What follows belongs to an exercise in optimizing a design on an open flow for small area; a production flow would make more cautious choices. Only simulation tests tie the RTL to the original design; equivalence was not proved. No activity file was given, so power comes from the tool's default toggle rates.

[design/flow/design.v]
module gasm_core #(
    parameter [31:0] OUT_ADDR        = 32'h0000_FF00,
    parameter [31:0] KBD_DATA_ADDR   = 32'h0000_FF04,
    parameter [31:0] KBD_STATUS_ADDR = 32'h0000_FF08,
    parameter [31:0] STACK_LO        = 32'h0000_E000,
    parameter [31:0] STACK_HI        = 32'h0000_F000
) (
    input  wire        clk,
    input  wire        rst,
    input  wire [31:0] entry,
    output reg         mem_valid,
    output reg         mem_we,
    output reg  [3:0]  mem_wstrb,
    output reg  [31:0] mem_addr,
    output reg  [31:0] mem_wdata,
    input  wire [31:0] mem_rdata,
    input  wire        mem_ready,
    output wire        boundary,
    input  wire        timer_tick,
    input  wire        kbd_valid,
    input  wire [7:0]  kbd_char,
    output reg         kbd_ack,
    output reg         out_valid,
    output reg  [7:0]  out_byte,
    output wire        halted,
    output wire        faulted,
    output wire [2:0]  fault_reason,
    output reg  [31:0] fault_value
);
    localparam [4:0] S_INIT  = 5'd0,    
                     S_FETCH = 5'd1,    
                     S_DEC   = 5'd2,    
                     S_EX    = 5'd3,    
                     S_MR    = 5'd4,    
                     S_MW    = 5'd5,    
                     S_PCF   = 5'd6,    
                     S_POLLR = 5'd7,
                     S_POLLW = 5'd8,
                     S_BND   = 5'd9,
                     S_K1    = 5'd10,
                     S_K2    = 5'd11,
                     S_K3    = 5'd12,
                     S_E1    = 5'd13,   
                     S_EW1   = 5'd14,
                     S_E2    = 5'd15,   
                     S_EW2   = 5'd16,
                     S_FP    = 5'd17,   
                     S_HALT  = 5'd18,   
                     S_FSTOP = 5'd19;   
    localparam [2:0] FK_OP = 3'd0, FK_CSRA = 3'd1, FK_CSRB = 3'd2, FK_DIV = 3'd3,
                     FK_ENT = 3'd4, FK_RA = 3'd5, FK_RB = 3'd6;
    localparam [3:0] W_ADD = 4'd0, W_LOG = 4'd1, W_CSRB = 4'd2, W_CSROR = 4'd3,
                     W_RB = 4'd4, W_RC = 4'd5, W_MDR = 4'd6, W_MUL = 4'd7,
                     W_DIV = 4'd8, W_SHL = 4'd9, W_HND = 4'd10, W_CAUSE = 4'd11,
                     W_FV = 4'd12;
    localparam [2:0] M_W = 3'd0, M_PC = 3'd1, M_SP = 3'd2, M_RB = 3'd3,
                     M_MDR = 3'd4, M_ZERO = 3'd5, M_SELF = 3'd6;
    localparam [2:0] D_RC = 3'd0, D_RB = 3'd1, D_PSW = 3'd2, D_PCI = 3'd3,
                     D_NEG = 3'd4, D_MAR = 3'd5, D_SIGN = 3'd6;
    reg [4:0]  state;
    reg [2:0]  step;
    reg [4:0]  ph;
    reg        busy;
    reg [511:0] gpr;           
    reg [31:0]  psw, hnd, cau;
    reg [31:0]  ir, mar, mdr;
    reg [19:0]  th;            
    wire [31:0] t = {th, ir[11:0]};
    reg         m32;
    reg        pcw;            
    reg        bnd_ent;        
    reg        kb;             
    reg        slt;            
    wire [2:0] ecause = {!bnd_ent, bnd_ent, bnd_ent & kb};
    reg [2:0]  fpk;
    reg        tr_s, i_s;      
    reg        push_ok, entry_ok;
    reg        ge4_r, ge8_r, le4_r;
    reg        lt_r, gt_r;     
    reg        zr;
    reg        f1, f2, f3;     
    wire       cond = f3;
    wire       cf = f3;
    wire       seen_t = f3;
    reg        sb, sc, ovf;
    reg        seen_m;
    reg        c1, c2, c3, c4;
    wire ph0  = (ph == 5'd0);
    wire ph31 = (ph == 5'd31);
    wire [7:0] op = ir[31:24];
    wire [3:0] fa = ir[23:20];
    wire [3:0] fb = ir[19:16];
    wire [3:0] fc = ir[15:12];
    wire o_halt  = (op == 8'h00);
    wire o_int   = (op == 8'h10);
    wire o_call  = (op == 8'h20);
    wire o_callm = (op == 8'h21);
    wire o_jmp   = (op == 8'h30);
    wire o_bcc   = (op == 8'h31) || (op == 8'h32) || (op == 8'h33);
    wire o_jmpm  = (op == 8'h38);
    wire o_bccm  = (op == 8'h39) || (op == 8'h3A) || (op == 8'h3B);
    wire o_xchg  = (op == 8'h40);
    wire o_add   = (op == 8'h50);
    wire o_sub   = (op == 8'h51);
    wire o_mul   = (op == 8'h52);
    wire o_div   = (op == 8'h53);
    wire o_log   = (op[7:2] == 6'b011000);         
    wire o_shl   = (op == 8'h70);
    wire o_shr   = (op == 8'h71);
    wire o_st    = (op == 8'h80);
    wire o_stpsh = (op == 8'h81);
    wire o_stind = (op == 8'h82);
    wire o_csrrd = (op == 8'h90);
    wire o_ldimm = (op == 8'h91);
    wire o_ld    = (op == 8'h92);
    wire o_ldpop = (op == 8'h93);
    wire o_csrwr = (op == 8'h94);
    wire o_csror = (op == 8'h95);
    wire o_csrld = (op == 8'h96);
    wire o_csrpop= (op == 8'h97);
    wire known = o_halt | o_int | o_call | o_callm | o_jmp | o_bcc | o_jmpm | o_bccm |
                 o_xchg | o_add | o_sub | o_mul | o_div | o_log | o_shl | o_shr |
                 o_st | o_stpsh | o_stind | o_csrrd | o_ldimm | o_ld | o_ldpop |
                 o_csrwr | o_csror | o_csrld | o_csrpop;
    wire fa_bad = (fa > 4'd2);
    wire fb_bad = (fb > 4'd2);
    wire [15:0] gout;
    genvar g;
    generate
        for (g = 0; g < 16; g = g + 1) begin : go
            assign gout[g] = gpr[32*g];
        end
    endgenerate
    wire s_ra = gout[fa];
    wire s_rb = gout[fb];
    wire s_rc = gout[fc];
    wire s_sp = gout[14];
    wire s_pc = gout[15];
    wire s_d  = (ph < 5'd12) ? ir[ph[3:0]] : ir[11];
    wire s_csrb = fb[1] ? cau[0] : (fb[0] ? hnd[0] : psw[0]);
    reg [3:0] ws;
    reg       xa;              
    reg [1:0] ysel;            
    reg       sub;
    reg       used;
    reg       gwe;
    reg [3:0] wsel;
    reg       cwe;
    reg [1:0] csel;
    reg       x14sp;
    reg       k8;
    reg       pcfin;
    reg       mar_sh;
    reg [2:0] msrc;
    reg       mdr_sh;
    reg [2:0] dsrc;
    reg       t_sh;
    reg       tneg;
    reg       flags_we;
    reg       setI;
    reg       init;
    reg       mul_it, div_it;
    wire a_x  = xa ? s_ra : s_rb;
    wire a_y  = ((ysel == 2'd1) ? s_rb : (ysel == 2'd2) ? s_rc : 1'b0) ^ sub;
    wire a_ci = ph0 ? sub : c1;
    wire a_s1 = a_x ^ a_y ^ a_ci;
    wire a_c1 = (a_x & a_y) | (a_x & a_ci) | (a_y & a_ci);
    wire a_z  = used & s_d;
    wire a_c2i = ph0 ? 1'b0 : c2;
    wire a_s2 = a_s1 ^ a_z ^ a_c2i;
    wire a_c2 = (a_s1 & a_z) | (a_s1 & a_c2i) | (a_z & a_c2i);
    wire k4   = (state == S_E2) ? !bnd_ent : 1'b1;
    wire p_k  = k4 && (ph == 5'd2);
    wire p_ci = ph0 ? 1'b0 : c4;
    wire s_pci = s_pc ^ p_k ^ p_ci;
    wire p_co = (s_pc & p_k) | (s_pc & p_ci) | (p_k & p_ci);
    wire d_k  = k8 ? (ph >= 5'd3) : (ph >= 5'd2);
    wire d_ci = ph0 ? 1'b0 : c3;
    wire s_spd = s_sp ^ d_k ^ d_ci;
    wire d_co = (s_sp & d_k) | (s_sp & d_ci) | (d_k & d_ci);
    reg s_log;
    always @(*) begin
        case (op[1:0])
            2'd0: s_log = ~s_rb;
            2'd1: s_log = s_rb & s_rc;
            2'd2: s_log = s_rb | s_rc;
            default: s_log = s_rb ^ s_rc;
        endcase
    end
    wire [4:0] shn = t[4:0];
    wire ph_lt_n = (ph < shn);
    wire s_q    = mdr[0];
    wire s_divr = s_q ^ ((sb ^ sc) & (ph0 ? 1'b0 : seen_m));
    wire shl_zero = f1 | ph_lt_n;
    wire s_shl = shl_zero ? 1'b0 : mdr[0];
    reg s_fv;
    always @(*) begin
        case (fpk)
            FK_ENT:  s_fv = s_spd;
            FK_RA:   s_fv = s_ra;
            FK_RB:   s_fv = s_rb;
            default: s_fv = 1'b0;
        endcase
    end
    reg wbus;
    always @(*) begin
        case (ws)
            W_ADD:   wbus = a_s2;
            W_LOG:   wbus = s_log;
            W_CSRB:  wbus = s_csrb;
            W_CSROR: wbus = s_csrb | s_d;
            W_RB:    wbus = s_rb;
            W_RC:    wbus = s_rc;
            W_MDR:   wbus = mdr[0];
            W_MUL:   wbus = mdr[1];
            W_DIV:   wbus = s_divr;
            W_SHL:   wbus = s_shl;
            W_HND:   wbus = hnd[0];
            W_CAUSE: wbus = ecause[ph[1:0]] & (ph < 5'd3);
            W_FV:    wbus = s_fv;
            default: wbus = 1'b0;
        endcase
    end
    wire wr15 = gwe && (wsel == 4'd15);
    wire pc_inc = pcfin && !pcw && !wr15;
    reg [15:0] head;
    integer k;
    always @(*) begin
        for (k = 0; k < 16; k = k + 1)
            head[k] = init ? 1'b0 : ((gwe && wsel == k) ? wbus : gout[k]);
        if (!init && !(gwe && wsel == 4'd14) && x14sp)
            head[14] = s_spd;
        if (init)
            head[15] = mar[0];
        else if (!wr15 && pc_inc)
            head[15] = s_pci;
    end
    wire h_psw = init ? (ph == 5'd13) :
                 (cwe && csel == 2'd0) ? wbus : (psw[0] | (setI && ph == 5'd15));
    wire h_hnd = init ? 1'b0 : (cwe && csel == 2'd1) ? wbus : hnd[0];
    wire h_cau = init ? 1'b0 : (cwe && csel == 2'd2) ? wbus : cau[0];
    wire zr_n  = (ph0 ? 1'b1 : zr) & ~wbus;
    wire f1_in = ph0 ? 1'b1 : f1;
    wire f2_in = ph0 ? 1'b1 : f2;
    wire f3_in = ph0 ? 1'b1 : f3;
    reg fl_c, fl_o;
    always @(*) begin
        fl_c = 1'b0;
        fl_o = 1'b0;
        if (o_add) begin
            fl_c = a_c1;
            fl_o = (s_rb == s_rc) && (wbus != s_rb);
        end else if (o_sub) begin
            fl_c = !a_c1;
            fl_o = (s_rb != s_rc) && (wbus != s_rb);
        end else if (o_mul) begin
            fl_c = !((f1_in & ~mar[0] & ~m32) | (f2_in & mar[0] & m32));
            fl_o = fl_c;
        end else if (o_div) begin
            fl_o = ovf;
        end else if (o_shl) begin
            if (f1)
                fl_c = !f2 && (shn == 5'd0) && mdr[0];
            else if (shn != 5'd0)
                fl_c = mdr[1];
        end else if (o_shr) begin
            fl_c = cf;
        end
    end
    wire [3:0] flags = {wbus, fl_c, fl_o, zr_n};    
    reg cond_n;
    always @(*) begin
        case (op[1:0])
            2'd1:    cond_n = zr_n;
            2'd2:    cond_n = !zr_n;
            2'd3:    cond_n = !zr_n && (wbus == ((s_rb != s_rc) && (wbus != s_rb)));
            default: cond_n = 1'b1;
        endcase
    end
    wire ck_lo = STACK_LO[ph];
    wire ck_hi = STACK_HI[ph];
    wire lt_n = (~wbus & ck_lo) | (~(wbus ^ ck_lo) & (ph0 ? 1'b0 : lt_r));
    wire gt_n = (wbus & ~ck_hi) | (~(wbus ^ ck_hi) & (ph0 ? 1'b0 : gt_r));
    wire chk_bad = lt_n | gt_n;
    wire [31:0] K_E004 = STACK_LO + 32'd4;
    wire [31:0] K_E008 = STACK_LO + 32'd8;
    wire [31:0] K_F004 = STACK_HI + 32'd4;
    wire mv = head[14];
    wire ge4_n = (mv & ~K_E004[ph]) | (~(mv ^ K_E004[ph]) & (ph0 ? 1'b1 : ge4_r));
    wire ge8_n = (mv & ~K_E008[ph]) | (~(mv ^ K_E008[ph]) & (ph0 ? 1'b1 : ge8_r));
    wire le4_n = (~mv & K_F004[ph]) | (~(mv ^ K_F004[ph]) & (ph0 ? 1'b1 : le4_r));
    wire [31:0] pa_a   = div_it ? {mar[30:0], mdr[31]} : {m32, mar[31:1]};
    wire        pa_en  = div_it | mdr[0];
    wire        pa_inv = div_it ? ~mar[31] : (ph31 & mdr[0]);
    wire [31:0] pa_b   = ({32{pa_en}} & t) ^ {32{pa_inv}};
    wire [32:0] pa_c;
    wire [31:0] pa_s;
    assign pa_c[0] = pa_inv;
    generate
        for (g = 0; g < 32; g = g + 1) begin : rca
            assign pa_s[g]   = pa_a[g] ^ pa_b[g] ^ pa_c[g];
            assign pa_c[g+1] = (pa_a[g] & pa_b[g]) | (pa_a[g] & pa_c[g]) | (pa_b[g] & pa_c[g]);
        end
    endgenerate
    wire [32:0] pa_sum = {pa_c[32], pa_s};
    wire        pa_s32 = pa_a[31] ^ pa_b[31] ^ pa_c[32];
    wire is_pass = (state == S_INIT) || (state == S_EX) || (state == S_PCF) ||
                   (state == S_E1) || (state == S_E2) || (state == S_FP);
    wire act = is_pass && (ph0 || busy);
    wire pass_end = act && ph31;
    always @(*) begin
        ws = W_ADD; xa = 1'b0; ysel = 2'd0; sub = 1'b0; used = 1'b0;
        gwe = 1'b0; wsel = fa; cwe = 1'b0; csel = fa[1:0];
        x14sp = 1'b0; k8 = 1'b0; pcfin = 1'b0;
        mar_sh = 1'b0; msrc = M_W;
        mdr_sh = 1'b0; dsrc = D_RC;
        t_sh = 1'b0; tneg = 1'b0;
        flags_we = 1'b0; setI = 1'b0; init = 1'b0;
        mul_it = 1'b0; div_it = 1'b0;
        if (act) begin
            case (state)
                S_INIT: begin
                    init = 1'b1;
                    mar_sh = 1'b1; msrc = M_SELF;
                end
                S_PCF: begin
                    pcfin = 1'b1;
                end
                S_E1: begin
                    ws = W_CAUSE; cwe = 1'b1; csel = 2'd2;
                    mar_sh = 1'b1; msrc = M_SP;
                    mdr_sh = 1'b1; dsrc = D_PSW;
                    setI = 1'b1;
                end
                S_E2: begin
                    ws = W_HND; gwe = 1'b1; wsel = 4'd15;
                    k8 = 1'b1; x14sp = 1'b1;
                    mar_sh = 1'b1; msrc = M_SP;
                    mdr_sh = 1'b1; dsrc = D_PCI;
                end
                S_FP: begin
                    ws = W_FV; k8 = step[0];
                    mar_sh = 1'b1; msrc = M_W;
                end
                S_EX: begin
                    if (o_add || o_sub || o_log) begin
                        ws = o_log ? W_LOG : W_ADD; ysel = 2'd2; sub = o_sub;
                        gwe = 1'b1; flags_we = 1'b1; pcfin = 1'b1;
                    end else if (o_mul) begin
                        case (step)
                            3'd0: begin
                                t_sh = 1'b1;                        
                                mdr_sh = 1'b1; dsrc = D_RC;
                                mar_sh = 1'b1; msrc = M_ZERO;
                            end
                            3'd1: begin
                                mul_it = 1'b1;
                                mdr_sh = 1'b1; dsrc = D_MAR;
                            end
                            default: begin
                                ws = W_MUL; gwe = 1'b1; flags_we = 1'b1; pcfin = 1'b1;
                                mdr_sh = 1'b1; dsrc = D_MAR;
                            end
                        endcase
                    end else if (o_div) begin
                        case (step)
                            3'd0: begin
                                t_sh = 1'b1;
                                mdr_sh = 1'b1; dsrc = D_RB;
                            end
                            3'd1: begin
                                t_sh = 1'b1; tneg = 1'b1;
                                mdr_sh = 1'b1; dsrc = D_NEG;
                                mar_sh = 1'b1; msrc = M_ZERO;
                            end
                            3'd2: begin
                                div_it = 1'b1;
                            end
                            default: begin
                                ws = W_DIV; gwe = 1'b1; flags_we = 1'b1; pcfin = 1'b1;
                                mdr_sh = 1'b1;
                            end
                        endcase
                    end else if (o_shl || o_shr) begin
                        if (step == 3'd0) begin
                            t_sh = 1'b1;
                            mdr_sh = 1'b1; dsrc = D_RB;
                        end else if (o_shl) begin
                            ws = W_SHL; gwe = 1'b1; flags_we = 1'b1; pcfin = 1'b1;
                            mdr_sh = !shl_zero;
                        end else if (step == 3'd1) begin
                            mdr_sh = f1 | ph_lt_n; dsrc = D_SIGN;
                        end else begin
                            ws = W_MDR; gwe = 1'b1; flags_we = 1'b1; pcfin = 1'b1;
                            mdr_sh = 1'b1; dsrc = D_SIGN;
                        end
                    end else if (o_csrrd) begin
                        ws = W_CSRB; gwe = 1'b1; pcfin = 1'b1;
                    end else if (o_ldimm) begin
                        ws = W_ADD; used = 1'b1; gwe = 1'b1; pcfin = 1'b1;
                    end else if (o_ld || o_csrld) begin
                        if (step == 3'd0) begin
                            ws = W_ADD; ysel = 2'd2; used = 1'b1;
                            mar_sh = 1'b1; msrc = M_W;
                        end else begin
                            ws = W_MDR; mdr_sh = 1'b1;
                            gwe = o_ld; cwe = o_csrld; pcfin = 1'b1;
                        end
                    end else if (o_ldpop || o_csrpop) begin
                        if (step == 3'd0) begin
                            ws = W_ADD; used = 1'b1; gwe = 1'b1; wsel = fb;
                            mar_sh = 1'b1; msrc = M_RB;
                        end else begin
                            ws = W_MDR; mdr_sh = 1'b1;
                            gwe = o_ldpop; cwe = o_csrpop; pcfin = 1'b1;
                        end
                    end else if (o_csrwr) begin
                        ws = W_RB; cwe = 1'b1; pcfin = 1'b1;
                    end else if (o_csror) begin
                        ws = W_CSROR; cwe = 1'b1; pcfin = 1'b1;
                    end else if (o_st || o_stind) begin
                        if (step == 3'd0) begin
                            ws = W_ADD; xa = 1'b1; ysel = 2'd1; used = 1'b1;
                            mar_sh = 1'b1; msrc = M_W;
                            mdr_sh = o_st; dsrc = D_RC;
                        end else begin
                            mar_sh = 1'b1; msrc = M_MDR;
                            mdr_sh = 1'b1; dsrc = D_RC;
                        end
                    end else if (o_stpsh) begin
                        ws = W_ADD; xa = 1'b1; used = 1'b1; gwe = 1'b1;
                        mar_sh = 1'b1; msrc = M_W;
                        mdr_sh = 1'b1; dsrc = D_RC;
                    end else if (o_call) begin
                        ws = W_ADD; xa = 1'b1; used = 1'b1; gwe = 1'b1; wsel = 4'd15;
                        mdr_sh = 1'b1; dsrc = D_PCI;
                        mar_sh = 1'b1; msrc = M_SP; x14sp = 1'b1;
                    end else if (o_callm) begin
                        if (step == 3'd0) begin
                            ws = W_ADD; xa = 1'b1; used = 1'b1;
                            mar_sh = 1'b1; msrc = M_W;
                        end else begin
                            ws = W_MDR; gwe = 1'b1; wsel = 4'd15;
                            mdr_sh = 1'b1; dsrc = D_PCI;
                            mar_sh = 1'b1; msrc = M_SP; x14sp = 1'b1;
                        end
                    end else if (o_jmp || o_bcc) begin
                        if (step == 3'd0) begin
                            ws = W_ADD; ysel = 2'd2; sub = 1'b1;      
                        end else begin
                            ws = W_ADD; xa = 1'b1; used = 1'b1;
                            gwe = cond; wsel = 4'd15; pcfin = 1'b1;
                        end
                    end else if (o_jmpm || o_bccm) begin
                        if (step == 3'd0) begin
                            ws = W_ADD; ysel = 2'd2; sub = 1'b1;
                        end else if (step == 3'd1) begin
                            ws = W_ADD; xa = 1'b1; used = 1'b1;
                            mar_sh = 1'b1; msrc = M_W;
                        end else begin
                            ws = W_MDR; mdr_sh = 1'b1;
                            gwe = 1'b1; wsel = 4'd15; pcfin = 1'b1;
                        end
                    end else if (o_xchg) begin
                        if (step == 3'd0) begin
                            ws = W_RC; gwe = 1'b1; wsel = fb;
                            mdr_sh = 1'b1; dsrc = D_RB;
                        end else begin
                            ws = W_MDR; mdr_sh = 1'b1;
                            gwe = 1'b1; wsel = fc; pcfin = 1'b1;
                        end
                    end
                end
                default: ;
            endcase
        end
        if (pcfin) begin
            mar_sh = 1'b1; msrc = M_PC;
        end
    end
    reg marin, mdrin;
    always @(*) begin
        case (msrc)
            M_W:    marin = wbus;
            M_PC:   marin = head[15];
            M_SP:   marin = s_spd;
            M_RB:   marin = s_rb;
            M_MDR:  marin = mdr[0];
            M_SELF: marin = mar[0];
            default: marin = 1'b0;
        endcase
        case (dsrc)
            D_RC:   mdrin = s_rc;
            D_RB:   mdrin = s_rb;
            D_PSW:  mdrin = psw[0];
            D_PCI:  mdrin = s_pci;
            D_NEG:  mdrin = mdr[0] ^ (sb & (ph0 ? 1'b0 : seen_m));
            D_MAR:  mdrin = mar[0];
            default: mdrin = mdr[31];
        endcase
    end
    wire tin = tneg ? (t[0] ^ (sc & (ph0 ? 1'b0 : seen_t))) :
               ((o_mul) ? s_rb : s_rc);
    wire const_addr = (state == S_POLLR) || (state == S_POLLW) ||
                      (state == S_K1) || (state == S_K2) || (state == S_K3);
    always @(*) begin
        mem_valid = 1'b0;
        mem_we    = 1'b0;
        mem_wstrb = 4'b0000;
        case (state)
            S_FETCH, S_POLLR, S_K2: mem_valid = 1'b1;
            S_MR: mem_valid = 1'b1;
            S_MW, S_EW1, S_EW2, S_K1, S_K3: begin
                mem_valid = 1'b1; mem_we = 1'b1; mem_wstrb = 4'b1111;
            end
            S_POLLW: begin
                mem_valid = 1'b1; mem_we = 1'b1; mem_wstrb = 4'b0001;
            end
            default: ;
        endcase
        if (const_addr)
            mem_addr = (state == S_K1) ? KBD_DATA_ADDR :
                       (state == S_POLLR || state == S_POLLW) ? OUT_ADDR : KBD_STATUS_ADDR;
        else
            mem_addr = mar;
        mem_wdata = mdr;
        if (state == S_POLLW)
            mem_wdata[7:0] = 8'd0;
        if (state == S_K3)
            mem_wdata[0] = 1'b1;
    end
    wire xfer = mem_valid && mem_ready;
    always @(*) begin
        out_valid = (state == S_POLLR) && mem_ready && (mem_rdata[7:0] != 8'd0);
        out_byte  = mem_rdata[7:0];
    end
    assign boundary = (state == S_BND);
    assign halted  = (state == S_HALT);
    assign faulted = (state == S_FSTOP);
    assign fault_reason = (fpk == FK_OP) ? 3'd5 :
                          (fpk == FK_CSRA || fpk == FK_CSRB) ? 3'd6 :
                          (fpk == FK_DIV) ? 3'd2 : (slt ? 3'd3 : 3'd4);
    wire t_take = timer_tick && tr_s && !i_s;
    wire k_del  = kbd_valid && !i_s && !t_take;
    always @(*) begin
        kbd_ack = (state == S_BND) && kbd_valid && (i_s || entry_ok);
        fault_value = mar;
        if (faulted && fpk == FK_OP)
            fault_value[7:0] = mar[7:0] | op;
        if (faulted && fpk == FK_CSRA)
            fault_value[3:0] = mar[3:0] | fa;
        if (faulted && fpk == FK_CSRB)
            fault_value[3:0] = mar[3:0] | fb;
    end
    integer j;
    always @(posedge clk) begin
        for (j = 0; j < 16; j = j + 1)
            gpr[32*j +: 32] <= {head[j], gpr[32*j+1 +: 31]};
        psw <= {h_psw, psw[31:1]};
        if (flags_we && ph31)
            psw[3:0] <= flags;
        hnd <= {h_hnd, hnd[31:1]};
        cau <= {h_cau, cau[31:1]};
        if (ph == 5'd13) tr_s <= h_psw;
        if (ph == 5'd15) i_s  <= h_psw;
        c1 <= a_c1;
        c2 <= a_c2;
        c3 <= d_co;
        c4 <= p_co;
        zr <= zr_n;
        lt_r <= lt_n;
        gt_r <= gt_n;
        ge4_r <= ge4_n;
        ge8_r <= ge8_n;
        le4_r <= le4_n;
        if (ph0) begin
            push_ok  <= ge4_r & le4_r;
            entry_ok <= ge8_r & le4_r;
        end
        if (mul_it)
            m32 <= pa_s32;
        else if (state == S_DEC)
            m32 <= 1'b0;
        if (state == S_FETCH && xfer)
            ir <= {mem_rdata[7:0], mem_rdata[15:8], mem_rdata[23:16], mem_rdata[31:24]};
        else if (t_sh)
            ir[11:0] <= {th[0], ir[11:1]};
        if ((state == S_MR || state == S_K2) && xfer)
            mdr <= mem_rdata;
        else if (state == S_BND)
            mdr <= {24'd0, kbd_char};
        else if (div_it)
            mdr <= {mdr[30:0], ~pa_sum[31]};
        else if (mdr_sh)
            mdr <= {mdrin, mdr[31:1]};
        if (t_sh)
            th <= {tin, th[19:1]};
        if (act && state == S_EX) begin
            if (o_div && step == 3'd0) begin
                f1 <= f1_in & (s_rb == ph31);           
                f2 <= f2_in & s_rc;                     
                f3 <= f3_in & ~s_rc;                    
                if (ph31) begin
                    ovf <= f1_in & (s_rb == ph31) & f2_in & s_rc;
                    sb  <= s_rb;
                    sc  <= s_rc;
                end
            end
            if (o_div && step == 3'd1) begin
                seen_m <= (ph0 ? 1'b0 : seen_m) | mdr[0];
                f3 <= (ph0 ? 1'b0 : f3) | t[0];
            end
            if (o_div && step == 3'd3)
                seen_m <= (ph0 ? 1'b0 : seen_m) | mdr[0];
            if (o_mul && step == 3'd2) begin
                f1 <= f1_in & ~mar[0];
                f2 <= f2_in & mar[0];
            end
            if ((o_shl || o_shr) && step == 3'd0) begin
                f1 <= (ph0 ? 1'b0 : f1) | (s_rc & (ph >= 5'd5));
                f2 <= (ph0 ? 1'b0 : f2) | (s_rc & (ph >= 5'd6));
            end
            if (o_shr && step == 3'd1) begin
                if (f1 | ph_lt_n)
                    f3 <= mdr[0];
                else if (ph0)
                    f3 <= 1'b0;
            end
        end
        if (state == S_DEC)
            f3 <= 1'b1;
        else if (act && state == S_EX && (o_bcc || o_bccm) && step == 3'd0 && ph31)
            f3 <= cond_n;
    end
    always @(posedge clk) begin
        if (rst) begin
            ph       <= 5'd0;
            busy     <= 1'b0;
            state    <= S_INIT;
            step     <= 3'd0;
            mar      <= entry;
            pcw      <= 1'b0;
            bnd_ent  <= 1'b0;
        end else begin
            ph   <= ph + 5'd1;
            busy <= act && !ph31;
            if (wr15) pcw <= 1'b1;
            if (mul_it || div_it)
                mar <= pa_sum[31:0];
            else if (mar_sh)
                mar <= {marin, mar[31:1]};
            case (state)
                S_INIT:
                    if (pass_end) state <= S_FETCH;
                S_FETCH:
                    if (xfer) begin
                        state <= S_DEC;
                    end
                S_DEC: begin
                    pcw     <= 1'b0;
                    bnd_ent <= 1'b0;
                    step    <= 3'd0;
                    if (!known) begin
                        fpk <= FK_OP; state <= S_FP;
                    end else if (((o_csrwr || o_csrld || o_csrpop || o_csror) && fa_bad)) begin
                        fpk <= FK_CSRA; state <= S_FP;
                    end else if ((o_csrrd || o_csror) && fb_bad) begin
                        fpk <= FK_CSRB; state <= S_FP;
                    end else if (o_halt) begin
                        state <= S_HALT;
                    end else if (o_int) begin
                        if (!entry_ok) begin
                            fpk <= FK_ENT; state <= S_FP;
                        end else begin
                            state <= S_E1;
                        end
                    end else if ((o_call || o_callm) && !push_ok) begin
                        fpk <= FK_ENT; state <= S_FP;
                    end else if (o_xchg && fb == fc) begin
                        state <= S_PCF;
                    end else begin
                        state <= S_EX;
                        if (o_jmp || o_jmpm) step <= 3'd1;
                    end
                end
                S_EX:
                    if (pass_end) begin
                        step <= step + 3'd1;
                        if (o_add || o_sub || o_log || o_csrrd || o_ldimm || o_csrwr || o_csror)
                            state <= S_POLLR;
                        else if (o_mul)
                            state <= (step == 3'd2) ? S_POLLR : S_EX;
                        else if (o_div) begin
                            if (step == 3'd0 && f3_in & ~s_rc) begin
                                fpk <= FK_DIV; state <= S_FP; step <= 3'd0;
                            end else
                                state <= (step == 3'd3) ? S_POLLR : S_EX;
                        end else if (o_shl)
                            state <= (step == 3'd1) ? S_POLLR : S_EX;
                        else if (o_shr)
                            state <= (step == 3'd2) ? S_POLLR : S_EX;
                        else if (o_ld || o_csrld)
                            state <= (step == 3'd0) ? S_MR : S_POLLR;
                        else if (o_ldpop || o_csrpop) begin
                            if (step == 3'd0 && fb == 4'd14 && chk_bad) begin
                                fpk <= FK_RB; state <= S_FP; step <= 3'd0;
                            end else
                                state <= (step == 3'd0) ? S_MR : S_POLLR;
                        end else if (o_st)
                            state <= S_MW;
                        else if (o_stind)
                            state <= (step == 3'd0) ? S_MR : S_MW;
                        else if (o_stpsh) begin
                            if (fa == 4'd14 && chk_bad) begin
                                fpk <= FK_RA; state <= S_FP; step <= 3'd0;
                            end else
                                state <= S_MW;
                        end else if (o_call)
                            state <= S_MW;
                        else if (o_callm)
                            state <= (step == 3'd0) ? S_MR : S_MW;
                        else if (o_jmp || o_bcc)
                            state <= (step == 3'd0) ? S_EX : S_POLLR;
                        else if (o_jmpm || o_bccm) begin
                            if (step == 3'd0 && !cond_n)
                                state <= S_PCF;
                            else
                                state <= (step == 3'd1) ? S_MR : (step == 3'd0) ? S_EX : S_POLLR;
                        end else if (o_xchg)
                            state <= (step == 3'd0) ? S_EX : S_POLLR;
                    end
                S_MR:
                    if (xfer) begin
                        step  <= step + 3'd1;
                        state <= S_EX;
                    end
                S_MW:
                    if (xfer) begin
                        step  <= step + 3'd1;
                        state <= S_PCF;
                    end
                S_PCF:
                    if (pass_end) state <= bnd_ent ? S_FETCH : S_POLLR;
                S_POLLR:
                    if (xfer) state <= (mem_rdata[7:0] != 8'd0) ? S_POLLW : S_BND;
                S_POLLW:
                    if (xfer) state <= S_BND;
                S_BND: begin
                    if ((t_take || k_del) && !entry_ok) begin
                        fpk <= FK_ENT; step <= 3'd0; state <= S_FP;
                    end else if (t_take) begin
                        bnd_ent <= 1'b1; kb <= 1'b0; state <= S_E1;
                    end else if (k_del) begin
                        bnd_ent <= 1'b1; kb <= 1'b1; state <= S_K1;
                    end else
                        state <= S_FETCH;
                end
                S_K1: if (xfer) state <= S_K2;
                S_K2: if (xfer) state <= S_K3;
                S_K3: if (xfer) state <= S_E1;
                S_E1:  if (pass_end) state <= S_EW1;
                S_EW1: if (xfer) state <= S_E2;
                S_E2:  if (pass_end) state <= S_EW2;
                S_EW2: if (xfer) state <= S_PCF;
                S_FP:
                    if (pass_end) begin
                        if (fpk == FK_ENT && step == 3'd0 && !chk_bad)
                            step <= 3'd1;
                        else begin
                            state   <= S_FSTOP;
                            slt     <= lt_n;
                        end
                    end
                default: ;    
            endcase
        end
    end
endmodule
[design/flow/flow/run.sh]
#!/bin/bash
# Standard ORFS layout, with three changes to how it is built:
#  - after the standard synthesis, the combinational logic between the registers is
#    re-mapped with an area-oriented ABC script (flow/remap.abc); the registers,
#    their names and cell types, and the ports are left as the standard synthesis made them
#  - ports are buffered with the smallest buffer (sky130_fd_sc_hd__buf_1)
#  - the clock tree uses clkbuf_4 leaf clusters of at most 9 sinks within 60 um, and no dummy loads
set -euo pipefail
export BUFFER_PORTS_ARGS="-buffer_cell sky130_fd_sc_hd__buf_1"
export CTS_ARGS="-sink_clustering_enable -repair_clock_nets -dont_use_dummy_load -buf_list sky130_fd_sc_hd__clkbuf_4 -sink_clustering_size 12 -sink_clustering_max_diameter 35 -sink_buffer_max_cap_derate 1.0"

HERE=$PWD
RES=$HERE/orfs/results/$FLOW_PLATFORM/gasm_core/base
LIB=$FLOW_HOME/platforms/$FLOW_PLATFORM/lib/sky130_fd_sc_hd__tt_025C_1v80.lib

# 1. standard synthesis
bash standard.sh $RES/1_2_yosys.v > synth_standard.log 2>&1
cp $RES/1_2_yosys.v $HERE/synth_standard.v

# 2. re-map the combinational logic; sequential cells stay as black boxes
SEQ=$(grep -oE "sky130_fd_sc_hd__[a-z0-9_]+" $HERE/synth_standard.v | sort -u | grep -E "__(s?e?df|dl|sdl)" | tr '\n' ' ')
DU=$(sed -n '/DONT_USE_CELLS += /,/^#/p' $FLOW_HOME/platforms/$FLOW_PLATFORM/config.mk | grep -oE "sky130_fd_sc_hd__[a-z0-9_]+" | sed 's/^/-dont_use /' | tr '\n' ' ')
cat > $HERE/remap.ys <<EOY
read_liberty -ignore_miss_func $LIB
blackbox $SEQ
read_verilog $HERE/synth_standard.v
hierarchy -top $FLOW_TOP
flatten
opt_clean
abc -script $HERE/flow/remap.abc -liberty $LIB $DU
opt_clean -purge
hilomap -singleton -hicell sky130_fd_sc_hd__conb_1 HI -locell sky130_fd_sc_hd__conb_1 LO
splitnets
opt_clean -purge
stat -liberty $LIB
write_verilog -noattr -nohex -nodec $HERE/synth_remap.v
EOY
yosys -s $HERE/remap.ys > remap.log 2>&1
cp $HERE/synth_remap.v $RES/1_2_yosys.v

# 3. the rest of the standard layout on the re-mapped netlist
bash standard.sh > standard_flow.log 2>&1
[design/flow/flow/remap.abc]
strash
&get -n
&deepsyn -T 20
&dch -f
&nf -a -R 1000
&put
[design/flow/standard.sh]
#!/bin/bash
# synth_recipe.tcl (not shown) runs the flow's synth.tcl, then flattens the netlist and writes it again
# the make line also repeats each setting of config.mk as NAME=value (left out here)
make -C /OpenROAD-flow-scripts/flow DESIGN_CONFIG=/design/flow/config.mk WORK_HOME=/design/flow/orfs CLKGATE_MAP_FILE= SYNTH_SCRIPT=/design/flow/synth_recipe.tcl "${@:-finish}"
[design/flow/config.mk]
export PLATFORM = sky130hd
export DESIGN_NAME = gasm_core
export DESIGN_NICKNAME = gasm_core
export VERILOG_FILES = /design/flow/design.v
export SDC_FILE = /design/flow/constraint.sdc
export NUM_CORES = 4
export LEC_CHECK = 0
export ABC_AREA = 1
export CAP_MARGIN = 0
export CORE_MARGIN = 2
export CORE_UTILIZATION = 30
export GPL_ROUTABILITY_DRIVEN = 1
export PLACE_DENSITY = 0.45
export SLEW_MARGIN = 0
[design/flow/constraint.sdc]
create_clock -name core_clock -period 20.0 [get_ports {clk}]
set_input_delay 4.0000 -clock core_clock [delete_from_list [all_inputs] [get_ports {clk}]]
set_output_delay 4.0000 -clock core_clock [all_outputs]
set_load 0.01 [all_outputs]
==> notes.md, run 1 <==
- In this run the worst hold path is classified as reg -> reg.
- Run status: finished clean
- Number of top-level pins: 195
- Dividing total power by cell area gives a power density of 112 nW/um^2.
* Net count of the finished layout: 2349
* Routability congestion estimate from global placement: 0.949
- Summing all non-filler instances in the final layout gives an area of 26800 sq um.
- Class of the most critical setup path: reg -> reg
- Per-instance average area after synthesis: 12.2 sq um
- Overall power consumption after layout is estimated at 2.99 mW.
* Htree depth: 3
- Of the cells placed in the final design, the portion with a size suffix greater than 1 is 0.0731.
- Area of the mapped netlist: 23600 sq um
- The number of failing hold endpoints at the final stage came to 0.
- Initial antenna violation count: 5
- For this design, the CTS-stage hold fixing added 0 buffers.
* Startpoint types: flip-flop
- Clock tree from TritonCTS: done
* Clock slew at the register clock pins of the worst setup and hold paths: 0.10 ns
- In the routed layout, each cell is associated on average with a via count of 4.89.
* Sum of negative setup slack: 0 ns
- The first detailed-routing pass ran for 8 iterations.
* Root cell of the clock tree: sky130_fd_sc_hd__clkbuf_4
* Leftover overflow at the end of global routing: 0
* Fill cell instance count of the final layout: 7940
- Summed over all cells, the static leakage comes to 9.61 nW.
- In this run the deepest clock path goes through 3 buffers.
- Setup violations remaining at the end of the flow were counted as 0.
* Count of antenna-violating nets left after detailed routing: 0
- Post-CTS repair changed the size of 0 cells.
- Setup repair after global routing left no endpoint under its margin.
- The clock drives 770 sinks.
* Crit-path slowest cell: sky130_fd_sc_hd__a31o_1
* Site row count: 102
* Crit path required time: 20.55 ns
- Derived from the worst setup path, the maximum achievable clock frequency is 59.0 MHz.
- The first global-routing pass estimated 106000 microns of wire.
- In this design, the critical path's most frequently occurring cell is sky130_fd_sc_hd__maj3_1.
- Via count of the first global-routing pass: 15900
- In the synthesized netlist, the number of instances is 1925.
* Chip Width: 284 microns
- The region available for standard cell placement spans 77600 sq um.
- The routed layout has 16200 vias.
* Final Slew Violations: 0
* Synthesized netlist net count: 2002
- Buffers inserted during clock tree synthesis total 114.
* Initial standard-cell utilization of the core: 0.304
- Data on the critical path arrives at its endpoint at 17.50 ns.
- Input and output buffers added on the ports amount to 194.
- In the routed design, unresolved DRC markers number 0.
* Clock Skew: 0.148 ns
- Min cycle time layout: 16.95 ns
- For the pin with the worst max-slew slack, the measured transition is 1.32 ns.
* Part of the cycle the worst path needs: 0.848
* Cell area after placement: 25900 sq um
- STA classifies the critical path endpoint as a flip-flop.
- Total routing resource utilization after global routing: 0.177
- In this run the worst path has a maximum fanout of 30.
- Dividing the detail-routed wire length by the instance count gives 21.8 microns.
* Pin count of the biggest net entering global routing: 43
- CP peak stage delay: 0.74 ns
- Die height: 284 microns
- After legalization and detailed placement, the total HPWL measured 52700 microns.
- Area growth syn-to-layout: 13.7%
- The detailed router finished its first iteration with 1388 violations.
- The die covers 80800 sq um.
* Yosys synthesis warning count: 1
* Worst slew margin relative to its limit: 0.0942
* Clock network latency to the later pin of the worst-skew pair: 0.90 ns
* Max VDD drop: 0.0000475 V
* Post-CTS setup repair buffer count: 0
- The final layout contains routed wiring with a total length of 72400 microns.
- Max-cap check violation count: 0
==> registers in the layout (all words and copies together) (netlist names), 2 cells and up <==
signal,cells
fpk,3
cau,32
ph,5
ir,32
psw,32
gpr,512
mar,32
th,20
state,5
mem_wstrb,2
mdr,32
hnd,32
step,3
==> per-stage QoR <==
| stage | hold WS, ns | instances | worst slack, ns | util |
|---|---|---|---|---|
| finish | 0.269 | 3315 | 3.05 | 0.345 |
| global route | 0.268 | 3313 | 1.68 | 0.345 |
| CTS | 0.270 | 3310 | 3.08 | 0.345 |
| detailed placement | 0.312 | 3196 | 3.14 | 0.334 |
| global placement | 0.310 | 3196 | 3.36 | 0.334 |
| floorplan | 0.310 | 1925 | 3.98 | - |
==> final timing paths <==
kind	start	end	slack, ns	cells after the start
hold / removal	gpr[38]	gpr[37]	0.27	0
setup / recovery	state[1]	mar[31]	3.05	58
setup reg to reg	state[1]	mar[31]	3.05	58
hold reg to reg	gpr[38]	gpr[37]	0.27	0
==> worst max-delay path, delay by kind of cell (launching register included) <==
| kind | cells | cell delay, ns |
|---|---|---|
| adder cells (fa/ha/maj) | 19 | 7.58 |
| AO/OA/AOI/OAI | 16 | 3.60 |
| AND/OR/NAND/NOR | 13 | 2.48 |
| XOR/XNOR | 9 | 2.00 |
| flip-flops | 1 | 0.66 |
| buffers and inverters | 1 | 0.33 |
==> per-layer routing <==
metal | routed length (microns) | part of all wire | track usage
met1 | 35400 | 0.49 | 0.260
met2 | 29500 | 0.41 | 0.250
met3 | 5440 | 0.075 | 0.0463
met4 | 2070 | 0.029 | 0.0624
met5 | 0 | 0 | 0
==> placed cells by master (no fill, tap or decap), types with 35 or more instances in the layout <==
| cell | count |
|---|---|
| sky130_fd_sc_hd__o21ai_0 | 112 |
| sky130_fd_sc_hd__nor3_1 | 51 |
| sky130_fd_sc_hd__nand2_1 | 150 |
| sky130_fd_sc_hd__clkinv_1 | 52 |
| sky130_fd_sc_hd__nand3_1 | 37 |
| sky130_fd_sc_hd__nor2_1 | 129 |
| sky130_fd_sc_hd__a21oi_1 | 106 |
| sky130_fd_sc_hd__a222oi_1 | 35 |
| sky130_fd_sc_hd__buf_4 | 37 |
| sky130_fd_sc_hd__dfxtp_1 | 638 |
| sky130_fd_sc_hd__buf_1 | 194 |
| sky130_fd_sc_hd__and2_0 | 38 |
| sky130_fd_sc_hd__o22ai_1 | 49 |
| sky130_fd_sc_hd__xnor2_1 | 65 |
| sky130_fd_sc_hd__edfxtp_1 | 132 |
| sky130_fd_sc_hd__clkbuf_4 | 114 |
==> report_power, final <==
group / internal (mW) / switching [mW]
Clock: 0.258 / 0.464
Combinational: 0.178 / 0.327
Sequential: 1.67 / 0.0890
Total: 2.11 / 0.880
==> cell type report <==
cell class,instances,area [sq um],share of cell area
diodes,5,12.5,0.000467
clock buffers,114,856,0.0319
inverters,52,195,0.00729
multi-input cells,1103,6680,0.249
flip-flops and latches,770,16700,0.625
well taps,1040,1300,0.0486
repair buffers,231,1010,0.0376
==> inputs of run 2 (changes only) <==
--- a/design/flow/design.v
+++ b/design/flow/design.v
@@ -52,3 +52,3 @@
     localparam [3:0] W_ADD = 4'd0, W_LOG = 4'd1, W_CSRB = 4'd2, W_CSROR = 4'd3,
-                     W_RB = 4'd4, W_RC = 4'd5, W_MDR = 4'd6, W_MUL = 4'd7,
+                     W_RB = 4'd4, W_RC = 4'd5, W_MDR = 4'd6,
                      W_DIV = 4'd8, W_SHL = 4'd9, W_HND = 4'd10, W_CAUSE = 4'd11,
@@ -58,3 +58,3 @@
     localparam [2:0] D_RC = 3'd0, D_RB = 3'd1, D_PSW = 3'd2, D_PCI = 3'd3,
-                     D_NEG = 3'd4, D_MAR = 3'd5, D_SIGN = 3'd6;
+                     D_NEG = 3'd4, D_SIGN = 3'd6;
     reg [4:0]  state;
@@ -68,3 +68,2 @@
     wire [31:0] t = {th, ir[11:0]};
-    reg         m32;
     reg        pcw;            
@@ -191,3 +190,3 @@
     wire ph_lt_n = (ph < shn);
-    wire s_q    = mdr[0];
+    wire s_q    = o_mul ? mar[0] : mdr[0];
     wire s_divr = s_q ^ ((sb ^ sc) & (ph0 ? 1'b0 : seen_m));
@@ -214,3 +213,2 @@
             W_MDR:   wbus = mdr[0];
-            W_MUL:   wbus = mdr[1];
             W_DIV:   wbus = s_divr;
@@ -256,3 +254,3 @@
         end else if (o_mul) begin
-            fl_c = !((f1_in & ~mar[0] & ~m32) | (f2_in & mar[0] & m32));
+            fl_c = f1 | (mar[0] & !((sb ^ sc) & f2));
             fl_o = fl_c;
@@ -291,5 +289,5 @@
     wire le4_n = (~mv & K_F004[ph]) | (~(mv ^ K_F004[ph]) & (ph0 ? 1'b1 : le4_r));
-    wire [31:0] pa_a   = div_it ? {mar[30:0], mdr[31]} : {m32, mar[31:1]};
-    wire        pa_en  = div_it | mdr[0];
-    wire        pa_inv = div_it ? ~mar[31] : (ph31 & mdr[0]);
+    wire [31:0] pa_a   = {mar[30:0], div_it & mdr[31]};
+    wire        pa_en  = div_it | mdr[31];
+    wire        pa_inv = div_it & ~mar[31];
     wire [31:0] pa_b   = ({32{pa_en}} & t) ^ {32{pa_inv}};
@@ -305,3 +303,2 @@
     wire [32:0] pa_sum = {pa_c[32], pa_s};
-    wire        pa_s32 = pa_a[31] ^ pa_b[31] ^ pa_c[32];
     wire is_pass = (state == S_INIT) || (state == S_EX) || (state == S_PCF) ||
@@ -348,19 +345,3 @@
                         gwe = 1'b1; flags_we = 1'b1; pcfin = 1'b1;
-                    end else if (o_mul) begin
-                        case (step)
-                            3'd0: begin
-                                t_sh = 1'b1;                        
-                                mdr_sh = 1'b1; dsrc = D_RC;
-                                mar_sh = 1'b1; msrc = M_ZERO;
-                            end
-                            3'd1: begin
-                                mul_it = 1'b1;
-                                mdr_sh = 1'b1; dsrc = D_MAR;
-                            end
-                            default: begin
-                                ws = W_MUL; gwe = 1'b1; flags_we = 1'b1; pcfin = 1'b1;
-                                mdr_sh = 1'b1; dsrc = D_MAR;
-                            end
-                        endcase
-                    end else if (o_div) begin
+                    end else if (o_mul || o_div) begin
                         case (step)
@@ -368,3 +349,3 @@
                                 t_sh = 1'b1;
-                                mdr_sh = 1'b1; dsrc = D_RB;
+                                mdr_sh = 1'b1; dsrc = o_mul ? D_RC : D_RB;
                             end
@@ -376,3 +357,3 @@
                             3'd2: begin
-                                div_it = 1'b1;
+                                div_it = o_div; mul_it = o_mul;
                             end
@@ -380,3 +361,3 @@
                                 ws = W_DIV; gwe = 1'b1; flags_we = 1'b1; pcfin = 1'b1;
-                                mdr_sh = 1'b1;
+                                mdr_sh = o_div;
                             end
@@ -497,3 +478,2 @@
             D_NEG:  mdrin = mdr[0] ^ (sb & (ph0 ? 1'b0 : seen_m));
-            D_MAR:  mdrin = mar[0];
             default: mdrin = mdr[31];
@@ -579,6 +559,2 @@
         end
-        if (mul_it)
-            m32 <= pa_s32;
-        else if (state == S_DEC)
-            m32 <= 1'b0;
         if (state == S_FETCH && xfer)
@@ -591,3 +567,3 @@
             mdr <= {24'd0, kbd_char};
-        else if (div_it)
+        else if (div_it || mul_it)
             mdr <= {mdr[30:0], ~pa_sum[31]};
@@ -598,3 +574,3 @@
         if (act && state == S_EX) begin
-            if (o_div && step == 3'd0) begin
+            if ((o_div || o_mul) && step == 3'd0) begin
                 f1 <= f1_in & (s_rb == ph31);           
@@ -604,15 +580,16 @@
                     ovf <= f1_in & (s_rb == ph31) & f2_in & s_rc;
-                    sb  <= s_rb;
-                    sc  <= s_rc;
+                    sb  <= o_mul ? s_rc : s_rb;         
+                    sc  <= o_mul ? s_rb : s_rc;         
                 end
             end
-            if (o_div && step == 3'd1) begin
+            if ((o_div || o_mul) && step == 3'd1) begin
                 seen_m <= (ph0 ? 1'b0 : seen_m) | mdr[0];
                 f3 <= (ph0 ? 1'b0 : f3) | t[0];
+                f1 <= 1'b0;
             end
-            if (o_div && step == 3'd3)
-                seen_m <= (ph0 ? 1'b0 : seen_m) | mdr[0];
-            if (o_mul && step == 3'd2) begin
-                f1 <= f1_in & ~mar[0];
-                f2 <= f2_in & mar[0];
+            if (o_mul && step == 3'd2)
+                f1 <= f1 | mar[31] | pa_c[32];          
+            if ((o_div || o_mul) && step == 3'd3) begin
+                seen_m <= (ph0 ? 1'b0 : seen_m) | s_q;
+                f2 <= f2_in & ~s_q;
             end
@@ -690,6 +667,4 @@
                             state <= S_POLLR;
-                        else if (o_mul)
-                            state <= (step == 3'd2) ? S_POLLR : S_EX;
-                        else if (o_div) begin
-                            if (step == 3'd0 && f3_in & ~s_rc) begin
+                        else if (o_div || o_mul) begin
+                            if (o_div && step == 3'd0 && f3_in & ~s_rc) begin
                                 fpk <= FK_DIV; state <= S_FP; step <= 3'd0;
--- a/design/flow/flow/run.sh
+++ b/design/flow/flow/run.sh
@@ -9,3 +9,3 @@
 export BUFFER_PORTS_ARGS="-buffer_cell sky130_fd_sc_hd__buf_1"
-export CTS_ARGS="-sink_clustering_enable -repair_clock_nets -dont_use_dummy_load -buf_list sky130_fd_sc_hd__clkbuf_4 -sink_clustering_size 12 -sink_clustering_max_diameter 35 -sink_buffer_max_cap_derate 1.0"
+export CTS_ARGS="-sink_clustering_enable -repair_clock_nets -dont_use_dummy_load -buf_list sky130_fd_sc_hd__clkbuf_4 -sink_clustering_size 9 -sink_clustering_max_diameter 60 -sink_buffer_max_cap_derate 1.0"
 
--- a/design/flow/config.mk
+++ b/design/flow/config.mk
@@ -8,7 +8,8 @@
 export ABC_AREA = 1
-export CAP_MARGIN = 0
+export CAP_MARGIN = 20
 export CORE_MARGIN = 2
-export CORE_UTILIZATION = 30
+export CORE_UTILIZATION = 55
 export GPL_ROUTABILITY_DRIVEN = 1
-export PLACE_DENSITY = 0.45
-export SLEW_MARGIN = 0
+export GPL_TIMING_DRIVEN = 0
+export PLACE_DENSITY = 0.75
+export SLEW_MARGIN = 20
==> run 2 against run 1 <==
  * Global-route usage grew 9.5 points
  * Sequential share of layout area grew 2.4 points
  * Critical path depth shrank 9
  * Register-to-register slack gained 2.8 ns
  * First-iteration DRC count grew 27%
  * Total power grew 5.3%
  * Die area shrank 46%
  * Cell count shrank 17%
  * Critical path type unchanged
  * Largest power group unchanged
==> notes.md, run 2 <==
* Run status: finished clean
- Class of the tightest hold or removal check: reg -> reg
- Timing-limited maximum frequency: 70.8 MHz (+20%)
- The placed standard-cell area was 25000 sq um (-3.5%).
- The setup clock skew after layout came to 0.142 ns (-0.00591 ns).
- Total routing resource utilization after global routing: 0.273 (+0.0952)
- Count of port buffers added during placement: 194 (unchanged)
- The via count of the first global-routing pass is 15700 (-1.4%).
* Clock network latency to the later pin of the worst-skew pair: 0.86 ns (-0.04 ns)
- Routability congestion estimate from global placement: 0.967 (+1.9%)
* Crit path required time: 20.60 ns (+0.05 ns)
- The standard-cell row count came to 75 (-26%).
- The worst hold path begins at gpr[364].
- Power, Total: 3.15 mW (+5.3%)
- R2R Path Start: ph[2]
- Final-layout worst hold slack: 0.283 ns (+0.0138 ns)
* Total power per unit cell area: 122 nW/um^2 (+9.5%)
- Cts-stage hold buffer count: 0 (unchanged)
* Root cell of the clock tree: sky130_fd_sc_hd__clkbuf_4
- Post-CTS sizing: 0 (unchanged)
* Max VDD drop: 0.0000691 V (+45%)
* Final Slew Violations: 0 (unchanged)
* Setup violations, final: 0 (unchanged)
- Initial DRC Count: 1760 (+27%)
* Sum of negative setup slack: 0 ns (unchanged)
* DR DRC count: 0 (unchanged)
- The count of TritonRoute iterations in the first routing pass came to 8 (unchanged).
- Setup repair after global routing left no endpoint under its margin.
- The number of nets still failing antenna checks after routing is 0 (unchanged).
* Total detailed-routing wirelength: 59900 microns (-17%)
* Syn Inst Count: 1915 (-0.52%)
* Post-CTS setup repair buffer count: 0 (unchanged)
- Crit-path slowest cell: sky130_fd_sc_hd__nand2_1
* Part of the cycle the worst path needs: 0.706 (-0.142)
* Detailed-route via count: 16200 (-0.25%)
- Chip Width: 210 microns (-26%)
- Hold worst-path end: gpr[363]
* Yosys synthesis warning count: 1 (unchanged)
- The number of maximum-capacitance violations is 0 (unchanged).
- The leakage power total was 9.43 nW (-1.9%).
- Core region area: 41900 sq um (-46%)
- Leftover overflow at the end of global routing: 0 (unchanged)
- The per-cell via count in the routed design is 5.84 (+20%).
* Class of the most critical setup path: reg -> reg
- The delay of the slowest cell on the worst path was 0.76 ns (+0.02 ns).
- Commonest cells after routing, fill and taps aside: sky130_fd_sc_hd__dfxtp_1, sky130_fd_sc_hd__buf_1, sky130_fd_sc_hd__nor2_1, sky130_fd_sc_hd__nand2_1, sky130_fd_sc_hd__edfxtp_1
- Area of the mapped netlist: 23300 sq um (-1.2%)
- Actual slew at the worst max-slew pin: 1.10 ns (-0.228 ns)
- Per-instance average area after synthesis: 12.2 sq um (-0.64%)
- TritonCTS built the clock tree.
* Total clock buffers created by CTS: 97 (-15%)
- Number of cell instances on the worst register-to-register path: 49 (-16%)
- The final critical delay including setup and external delays is 14.12 ns (-2.83 ns).
- In this run the critical register-to-register path is captured at f1.
- The average routed wire per standard cell is 21.7 microns (-0.79%).
- The net total in the final layout came to 2304 (-1.9%).
* Initial antenna violation count: 2 (-3)
- FF-to-FF setup slack: 5.88 ns (+2.83 ns)
* Htree depth: 3 (unchanged)
- Pin count of the biggest net entering global routing: 35 (-19%)
* Number of top-level pins: 195 (unchanged)
* Synthesized netlist net count: 1992 (-0.50%)
* Biggest register: gpr
* Top fanout value on the critical path: 34 (+13%)
* Worst slew margin relative to its limit: 0.263 (+0.168)
- The die boundary height is 210 microns (-26%).
* Number of endpoints with negative hold slack in the final report: 0 (unchanged)
- The critical path arrival was 14.72 ns (-2.78 ns).
- Most frequent standard cell in the layout excluding fill and tap cells: sky130_fd_sc_hd__dfxtp_1
* Clock slew at the register clock pins of the worst setup and hold paths: 0.12 ns (+0.02 ns)
- Startpoint types: flip-flop
- The instance count along the most critical hold path is 0 (unchanged).
- Half-perimeter wire length after placement: 42900 microns (-19%)
- Area growth syn-to-layout: 10.6%
- Finished layout cell area: 25800 sq um (-3.8%)
- The worst setup path is captured at a flip-flop.
- Flip-flop count of the largest register after layout: 512 (unchanged)
- The maximum buffer depth of the clock tree is 3 (unchanged).
- DIE AREA: 44000 sq um (-46%)
* First-pass GRT wire length: 91200 microns (-14%)
* CTS Sinks: 769 (-0.13%)
- Layout cells sized above 1: 0.0629 (-0.0102)
* Initial standard-cell utilization of the core: 0.556 (+0.253)
==> run 2: how the worst max path moves through the flow <==
stage | end | start
after floorplan | f1 | state[1]
after detailed placement | f1 | ph[2]
after global routing | f1 | ph[2]
final | f1 | ph[2]
after CTS | f1 | ph[2]
after global placement | f1 | ph[2]
==> run 2: per-stage QoR <==
step	std cells	util	setup slack, ns
floorplan	1915	-	8.24
global placement	2648	0.590	4.93
detailed placement	2666	0.597	6.23
CTS	2763	0.615	6.14
global route	2765	0.615	4.86
finish	2766	0.615	5.88
==> run 2: worst max-delay path: cells and delay by family, from the launching register on <==
kind | cells | cell delay (ns)
AO/OA/AOI/OAI | 19 | 3.35
adder cells (fa/ha/maj) | 8 | 3.31
flip-flops | 1 | 0.45
AND/OR/NAND/NOR | 21 | 6.65
XOR/XNOR | 1 | 0.12
==> run 2: cell type report <==
class                   count  area, sq um
well taps                 539          674
diodes                      2         5.00
flip-flops and latches    769        16700
fillers                  3375        16100
inverters                  43          161
clock buffers              97          728
repair buffers            213          971
multi-input cells        1103         6510
==> run 2: routing by layer <==
metal | wire length, microns | global-route usage | vias to the layer above
li1 | - | - | 7479
met1 | 26800 | 0.395 | 7788
met2 | 26700 | 0.414 | 801
met3 | 4980 | 0.0500 | 99
met4 | 1420 | 0.0929 | 0
met5 | 0 | 0 | -
==> run 2: where the power goes <==
part           total [mW]  switching [mW]  leakage, nW  internal, mW
clock network       0.666           0.443        0.446         0.223
registers            1.82           0.122         6.37          1.70
logic               0.658           0.425         2.61         0.233
==> inputs of run 3 (changes only) <==
--- a/design/flow/config.mk
+++ b/design/flow/config.mk
@@ -10,6 +10,6 @@
 export CORE_MARGIN = 2
-export CORE_UTILIZATION = 55
+export CORE_UTILIZATION = 30
 export GPL_ROUTABILITY_DRIVEN = 1
 export GPL_TIMING_DRIVEN = 0
-export PLACE_DENSITY = 0.75
+export PLACE_DENSITY = 0.45
 export SLEW_MARGIN = 20
==> run 3 against run 2 <==
  * Sequential power hardly changed
  * Combinational power is 2% higher
  * Critical endpoint is now mdr[0]
  * Largest cell class unchanged
  * Maximum frequency is 2.5% higher
  * Sequential cell count stayed put
  * Cell count is 19% higher
  * Hold slack worse by 0.028 ns
  * Worst setup slack better by 0.34 ns
  * Final area is 2.8% higher
  * Clock skew is 0.0037 ns higher
  * Non-clock buffer count is 2 higher
  * Die area is 82% higher
  * Highest routed layer unchanged
  * Synthesized area stayed put
==> notes.md, run 3 <==
- Total power per unit cell area: 121 nW/um^2 (-0.95%)
* Area growth syn-to-layout: 13.8%
- The maximum vdd drop came to 0.0000521 V (-25%).
* Net count of the finished layout: 2311 (+0.30%)
- Leak Pwr: 9.47 nW (+0.47%)
- Cts-stage hold buffer count: 0 (unchanged)
* Place WS: 6.59 ns (+0.357 ns)
* CP peak stage delay: 0.78 ns (+0.02 ns)
- Worst slew margin relative to its limit: 0.291 (+0.0281)
- The standard-cell row count was 102 (+36%).
- The average routed wire per standard cell came to 20.3 microns (-6.4%).
- The number of gates given a new drive strength after cts was 0 (unchanged).
* Leftover overflow at the end of global routing: 0 (unchanged)
- First-pass GRT wire length: 98500 microns (+8.0%)
* Setup violations, final: 0 (unchanged)
- The H-tree depth is 3 (unchanged).
* Post-layout worst setup margin: 6.22 ns (+0.344 ns)
- Area of the mapped netlist: 23300 sq um (unchanged)
* Critical path endpoint category: flip-flop
- Initial DRC Count: 1367 (-22%)
* Routability congestion estimate from global placement: 0.910 (-6.0%)
* Max-cap check violation count: 0 (unchanged)
- Commonest cells after routing, fill and taps aside: sky130_fd_sc_hd__dfxtp_1, sky130_fd_sc_hd__buf_1, sky130_fd_sc_hd__nor2_1, sky130_fd_sc_hd__nand2_1, sky130_fd_sc_hd__edfxtp_1
- Clock network latency to the later pin of the worst-skew pair: 0.88 ns (+0.02 ns)
- Clock Skew: 0.146 ns (+0.00370 ns)
- The initial antenna violation count came to 5 (+3).
- DR DRC count: 0 (unchanged)
- The number of flip-flops in the largest register came to 512 (unchanged).
- The number of max-slew violations in the final report was 0 (unchanged).
* Synthesized netlist net count: 1992 (unchanged)
* Maximum clock insertion buffer count: 3 (unchanged)
* CTS Sinks: 769 (unchanged)
- Per-instance average area after synthesis: 12.2 sq um (unchanged)
- Sum of negative setup slack: 0 ns (unchanged)
* Min cycle time layout: 13.78 ns (-0.344 ns)
- Power, Total: 3.21 mW (+1.9%)
- Yosys synthesis warning count: 1 (unchanged)
- DIE AREA: 79900 sq um (+82%)
- The setup path with the least slack is of type reg -> reg.
* Total clock buffers created by CTS: 102 (+5.2%)
- Fill cell instance count of the final layout: 7840 (+130%)
* Total detailed-routing wirelength: 66400 microns (+11%)
* Detailed-route via count: 16000 (-1.2%)
- Clock tree synthesis selected as its root buffer the cell sky130_fd_sc_hd__clkbuf_4.
- The register-to-register path setup slack is 6.22 ns (+0.34 ns).
- The number of port buffers came to 194 (unchanged).
- The worst setup path is launched from a flip-flop.
- Total routing resource utilization after global routing: 0.166 (-0.107)
- Crit-path slowest cell: sky130_fd_sc_hd__nor2_1
* Chip Width: 283 microns (+35%)
- The maximum fanout count along the critical path was 27 (-21%).
- Number of endpoints with negative hold slack in the final report: 0 (unchanged)
- Most frequent standard cell in the layout excluding fill and tap cells: sky130_fd_sc_hd__dfxtp_1
- The count of buffer and inverter cells on the critical path is 1 (+1).
* Timing-limited maximum frequency: 72.6 MHz (+2.5%)
* Syn Inst Count: 1915 (unchanged)
- The standard cell core area was 77100 sq um (+84%).
- Drt pass-1 iters: 8 (unchanged)
- Count of antenna-violating nets left after detailed routing: 0 (unchanged)
- The share of final-layout standard cells stronger than drive strength 1 came to 0.0654 (+0.00249).
- The clock edge transition at the registers on the reported setup and hold paths was 0.10 ns (-0.02 ns).
- The starting density of the core is 0.302 (-0.254).
- Die height: 283 microns (+35%)
- The post-CTS setup-driven buffer insertion count came to 0 (unchanged).
- Data arrival at the endpoint of the critical path: 14.35 ns (-0.37 ns)
- Actual slew at the worst max-slew pin: 1.06 ns (-0.0359 ns)
- Top Family by Delay on Critical Path: simple AND/OR/NAND/NOR gates
- The worst hold path belongs to the class reg -> reg.
* Part of the cycle the worst path needs: 0.689 (-0.0172)
- Run status: finished clean
* Utilization of the core after routing: 0.344 (-0.272)
* Biggest register: gpr
- Number of top-level pins: 195 (unchanged)
- TritonCTS built the clock tree.
- The via count of the first global-routing pass was 15500 (-1.4%).
- The required time of the worst setup path was 20.57 ns (-0.03 ns).
- Half-perimeter wire length after placement: 48600 microns (+13%)
* DR vias/cell: 4.87 (-17%)
* Unrepaired setup endpoints after global routing: false
- The largest net degree at the start of global routing is 28 (-20%).
[run 3: power breakdown]
group          total, mW  internal, mW  switching (mW)
logic              0.674         0.231           0.442
clock network      0.701         0.233           0.468
registers           1.83          1.70           0.129
total               3.21          2.17            1.04
[run 3: worst register-to-register path: cells and delay by family (launching register included)]
family / cells / cell delay (ns)
adder cells (fa/ha/maj): 8 / 3.25
buffers and inverters: 1 / 0.24
multiplexers: 1 / 0.50
flip-flops: 1 / 0.69
XOR/XNOR: 2 / 0.75
AND/OR/NAND/NOR: 21 / 5.51
AO/OA/AOI/OAI: 16 / 2.65
[run 3: worst paths after layout]
path | startpoint | end | cells after the start
worst max-delay path | state[1] | mdr[0] | 49
worst min-delay path | gpr[305] | gpr[304] | 0
worst max register to register | state[1] | mdr[0] | 49
worst min register to register | gpr[305] | gpr[304] | 0
[run 3: stage by stage]
stage / std cells / hold slack, ns / area (sq um)
after floorplan: 1915 / 0.310 / 23300
after global placement: 3149 / 0.310 / 25300
after detailed placement: 3170 / 0.312 / 25700
after CTS: 3272 / 0.208 / 26500
after global routing: 3275 / 0.246 / 26500
final: 3278 / 0.255 / 26500
[run 3: layout make-up]
| type | count | area [sq um] | area share |
|---|---|---|---|
| Antenna cell | 6 | 15.0 | 0.000567 |
| Clock buffer | 102 | 766 | 0.0289 |
| Inverter | 43 | 161 | 0.00609 |
| Multi-Input combinational cell | 1103 | 6510 | 0.246 |
| Sequential cell | 769 | 16700 | 0.631 |
| Tap cell | 1040 | 1300 | 0.0491 |
| Timing Repair Buffer | 215 | 1030 | 0.0389 |
[run 3: routing by layer]
layer | GRT usage | share of wire | wire length [microns]
met1 | 0.238 | 0.48 | 31700
met2 | 0.244 | 0.43 | 28600
met3 | 0.0325 | 0.064 | 4230
met4 | 0.0635 | 0.029 | 1950
met5 | 0 | 0 | 0

-- static timing again, ports no longer ideal --
The flow's constraints put no driver on any port. The routed layouts listed below were extracted and timed again, unchanged, in two steps.
Step 1: set_driving_cell puts a clkbuf_16 on clk and a buf_2 on each other input, an assumption about the parent block.
Step 2, shift: input delay + t, output delay - t, t = (earliest + latest rising clock arrival at the registers) / 2. This alone moves slack from input paths to output paths.
Three values: no drivers, after step 1, after step 2; two values: the first two.
| run | t (ns) | slack for setup (ns) | worst setup path at the end | slew at the worst register clock pin (ns) | pins driven straight from the clock port |
|---|---|---|---|---|---|
| run 1 | 0.892 | 3.046 / 3.046 / 3.046 | register to register | 0.12 / 0.12 | 1 |
| run 2 | 0.846 | 5.879 / 5.879 / 5.879 | register to register | 0.12 / 0.12 | 1 |
| run 3 | 0.861 | 6.224 / 6.224 / 6.224 | register to register | 0.11 / 0.11 | 1 |
After both steps setup and hold are still met in every run listed.
